Background: an optimization exercise with open tools, aiming at small area and a short achievable clock period. Do not read the settings as production practice. In this exercise RTL edits were held to simulation tests only and were not proved equivalent to the original. No activity file was given, so power comes from the tool's default toggle rates.

// sqan_rxsync
module sqan_rxsync (
    input  wire         clk,
    input  wire         rst,                  
    input  wire [1:0]   in_cmd,
    input  wire [15:0]  in_i,
    input  wire [15:0]  in_q,
    input  wire [6:0]   cfg_percent,          
    input  wire [1:0]   cfg_hdr_w,            
    input  wire [11:0]  cfg_header,           
    input  wire         cfg_byte_timing,      
    input  wire [7:0]   cfg_timing_interval,  
    input  wire [4:0]   cfg_slot_bits,        
    input  wire [7:0]   cfg_sync0,            
    input  wire [7:0]   cfg_sync1,            
    input  wire         cfg_screen,           
    input  wire         cfg_esc_en,           
    input  wire [7:0]   cfg_esc_marker,       
    input  wire [7:0]   cfg_esc_xor,          
    input  wire [2:0]   cfg_esc_extra,        
    output reg          flush_valid,
    output reg          flush_emit,
    output reg  [4:0]   flush_n,
    output reg          flush_sync,
    output reg          flush_overflow,
    output reg  [127:0] flush_bytes,          
    output wire         st_searching,
    output wire         st_inverted,
    output wire         st_ignore,
  ...
For scale: ~1300 cells after synthesis, roughly 330 flip-flops, about 250 I/O pins, roughly 17000 sq um of cells after synthesis.
==> flow/config.mk <==
export PLATFORM = sky130hd
export DESIGN_NAME = sqan_rxsync
export DESIGN_NICKNAME = sqan_rxsync
export VERILOG_FILES = /design/flow/design.v
export SDC_FILE = /design/flow/constraint.sdc
export NUM_CORES = 4
export LEC_CHECK = 0
export CAP_MARGIN = 20
export CORE_MARGIN = 2
export CORE_UTILIZATION = 40
export CTS_CLUSTER_DIAMETER = 60
export CTS_CLUSTER_SIZE = 24
export SLEW_MARGIN = 20
export SYNTH_HIERARCHICAL = 1
==> flow/constraint.sdc <==
create_clock -name core_clock -period 22.0 [get_ports {clk}]
set_input_delay 4.4000 -clock core_clock [delete_from_list [all_inputs] [get_ports {clk}]]
set_output_delay 4.4000 -clock core_clock [all_outputs]
set_load 0.01 [all_outputs]
standard.sh (not shown) runs the stock make flow with config.mk's settings and CLKGATE_MAP_FILE= SYNTH_SCRIPT=/design/flow/synth_recipe.tcl, a recipe that flattens the netlist after the stock synthesis.
==> flow/flow/run.sh <==
#!/bin/bash
# Standard layout with two changes to how it is optimised:
#  - the port buffers are made from the smallest buffer cell (buffer_ports
#    otherwise picks sky130_fd_sc_hd__clkdlybuf4s50_1); the resizer still
#    upsizes any of them that timing or slew needs;
#  - repair_timing aims for a larger setup slack than the constraint needs, so
#    that it shortens the critical paths (the SDC and clock are unchanged).
set -euo pipefail
export BUFFER_PORTS_ARGS="-buffer_cell sky130_fd_sc_hd__buf_1"
export SETUP_SLACK_MARGIN=15
bash standard.sh > standard_make.log 2>&1
The starting point finished with timing, DRC and antenna clean.
==> next run, changes <==
--- a/flow/config.mk
+++ b/flow/config.mk
@@ -11,2 +11,2 @@
-export CTS_CLUSTER_DIAMETER = 60
-export CTS_CLUSTER_SIZE = 24
+export CTS_CLUSTER_DIAMETER = 70
+export CTS_CLUSTER_SIZE = 30
=>
- The changed run finished clean
- critical path depth rises by 3
- wire length hardly moves
- total power is lower by 2.6%

* * *

Another version of the RTL of sqan_rxsync (not shown whole).
For scale: roughly 1200 cells after synthesis, about 330 flip-flops.
export LEC_CHECK = 0
export CAP_MARGIN = 20
export CORE_MARGIN = 2
export CORE_UTILIZATION = 40
export SLEW_MARGIN = 20
create_clock -name core_clock -period 22.0 [get_ports {clk}]
run.sh (not shown) runs the stock make flow with config.mk's settings and CLKGATE_MAP_FILE= SYNTH_SCRIPT=/design/flow/synth_recipe.tcl, a recipe that flattens the netlist after the stock synthesis.
Stock flow here: none of the scripts above is used.
Rerun with:
==> flow/flow/run.sh (new file) <==
#!/bin/bash
# Standard layout with two changes to how it is optimised:
#  - the port buffers are made from the smallest buffer cell (buffer_ports
#    otherwise picks sky130_fd_sc_hd__clkdlybuf4s50_1); the resizer still
#    upsizes any of them that timing or slew needs;
#  - repair_timing aims for a larger setup slack than the constraint needs, so
#    that it shortens the critical paths (the SDC and clock are unchanged).
set -euo pipefail
export BUFFER_PORTS_ARGS="-buffer_cell sky130_fd_sc_hd__buf_1"
export SETUP_SLACK_MARGIN=15
bash standard.sh > standard_make.log 2>&1
==> flow/standard.sh (new file) <==
#!/bin/bash
# synth_recipe.tcl (not shown) runs the flow's synth.tcl, then flattens the netlist and writes it again
# the make line also repeats each setting of config.mk as NAME=value (left out here)
make -C /OpenROAD-flow-scripts/flow DESIGN_CONFIG=/design/flow/config.mk WORK_HOME=/design/flow/orfs CLKGATE_MAP_FILE= SYNTH_SCRIPT=/design/flow/synth_recipe.tcl "${@:-finish}"
removed: flow/run.sh
=> Synthesized cell count stays the same; final cell count is higher by about 3.3%; sequential power barely changes; fmax climbs by 22%; design area grows by 0.81%.

* * *

the baseline:
Another version of the RTL of sqan_rxsync (not shown whole).
Size in the first run: ~1300 cells after synthesis.
==> flow/design.v (excerpt) <==
module sqan_rxsync (
    input  wire         clk,
    input  wire         rst,                  
    input  wire [1:0]   in_cmd,
    input  wire [15:0]  in_i,
    input  wire [15:0]  in_q,
    input  wire [6:0]   cfg_percent,          
    input  wire [1:0]   cfg_hdr_w,            
    input  wire [11:0]  cfg_header,           
    input  wire         cfg_byte_timing,      
    input  wire [7:0]   cfg_timing_interval,  
    input  wire [4:0]   cfg_slot_bits,        
    input  wire [7:0]   cfg_sync0,            
    input  wire [7:0]   cfg_sync1,            
    input  wire         cfg_screen,           
    input  wire         cfg_esc_en,           
    input  wire [7:0]   cfg_esc_marker,       
    input  wire [7:0]   cfg_esc_xor,          
    input  wire [2:0]   cfg_esc_extra,        
    output reg          flush_valid,
    output reg          flush_emit,
    output reg  [4:0]   flush_n,
    output reg          flush_sync,
    output reg          flush_overflow,
    output reg  [127:0] flush_bytes,          
    output wire         st_searching,
    output wire         st_inverted,
    output wire         st_ignore,
    output wire [4:0]   st_count
);
==> flow/config.mk <==
export PLATFORM = sky130hd
export DESIGN_NAME = sqan_rxsync
export DESIGN_NICKNAME = sqan_rxsync
export VERILOG_FILES = /design/flow/design.v
export SDC_FILE = /design/flow/constraint.sdc
export NUM_CORES = 4
export LEC_CHECK = 0
export CAP_MARGIN = 20
export CORE_MARGIN = 2
export CORE_UTILIZATION = 40
export CTS_CLUSTER_DIAMETER = 70
export CTS_CLUSTER_SIZE = 30
export SLEW_MARGIN = 20
export SYNTH_HIERARCHICAL = 1
==> flow/constraint.sdc <==
create_clock -name core_clock -period 22.0 [get_ports {clk}]
set_input_delay 4.4000 -clock core_clock [delete_from_list [all_inputs] [get_ports {clk}]]
set_output_delay 4.4000 -clock core_clock [all_outputs]
set_load 0.01 [all_outputs]
standard.sh (not shown) runs the stock make flow with config.mk's settings and CLKGATE_MAP_FILE= SYNTH_SCRIPT=/design/flow/synth_recipe.tcl, a recipe that flattens the netlist after the stock synthesis.
==> flow/flow/run.sh <==
#!/bin/bash
# Standard layout with two changes to how it is optimised:
#  - the port buffers are made from the smallest buffer cell (buffer_ports
#    otherwise picks sky130_fd_sc_hd__clkdlybuf4s50_1); the resizer still
#    upsizes any of them that timing or slew needs;
#  - repair_timing aims for a larger setup slack than the constraint needs, so
#    that it shortens the critical paths (the SDC and clock are unchanged).
set -euo pipefail
export BUFFER_PORTS_ARGS="-buffer_cell sky130_fd_sc_hd__buf_1"
export SETUP_SLACK_MARGIN=15
bash standard.sh > standard_make.log 2>&1
In summary, the baseline completed successfully, with a layout that passed the timing, DRC and antenna checks.
Input changes introduced in the candidate (baseline for comparison: the baseline):
diff --git a/flow/flow/run.sh b/flow/flow/run.sh
--- a/flow/flow/run.sh
+++ b/flow/flow/run.sh
@@ -9,3 +9,3 @@
 export BUFFER_PORTS_ARGS="-buffer_cell sky130_fd_sc_hd__buf_1"
-export SETUP_SLACK_MARGIN=15
+export SETUP_SLACK_MARGIN=14
 bash standard.sh > standard_make.log 2>&1
Notes after the runs:
Looking at wire length across both flows, the candidate is the stronger of the two, with the baseline trailing.
Buffer share of cell area on the candidate is down relative to the baseline.
Taking the baseline as the reference, in the candidate flip-flop and latch share of the layout cell area picked up an extra 0.77 points; depth of the most critical reg-to-reg path lost 4.
Going from the baseline to the candidate, clock buffer count up 2; fraction of area in multi-input gates down 0.33 points.

[what the ideal ports hide]
How much do the figures lean on ideal ports? The routed layouts below were timed once more, with nothing changed but the port constraints. Step 1: set_driving_cell puts a clkbuf_16 on clk and a buf_2 on each other input, an assumption about the parent block. Step 2 times the ports against the registers' clock, not the clock port: input delays grow and output delays shrink by t, the midpoint of the rising clock arrivals with the driver on. Three values: ideal ports, drivers, drivers and shift; two values: the first two.
run	shift t [ns]	slack for setup (ns)	latest minus earliest clock arrival (ns)	worst data-port slew with drivers (ns)	pins driven straight from the clock port
the first run of note 1	0.612	14.955 / 14.954 / 14.342	0.021 / 0.022	0.11	1
the second run of note 1	0.586	14.967 / 14.951 / 14.365	0.044 / 0.044	0.11	1
the first run of note 2	0.591	12.064 / 12.064 / 11.897	0.030 / 0.031	0.10	1
the second run of note 2	0.597	13.850 / 13.850 / 13.286	0.023 / 0.023	0.09	1
the baseline	0.605	14.930 / 14.932 / 14.327	0.022 / 0.023	0.10	1
the candidate	0.617	14.232 / 14.263 / 13.646	0.032 / 0.031	0.10	1
After both steps every run listed still meets setup and hold. The setup slack of the first run of note 1, which loses most, moves by -0.001 ns with the drivers and by -0.613 ns with both steps.
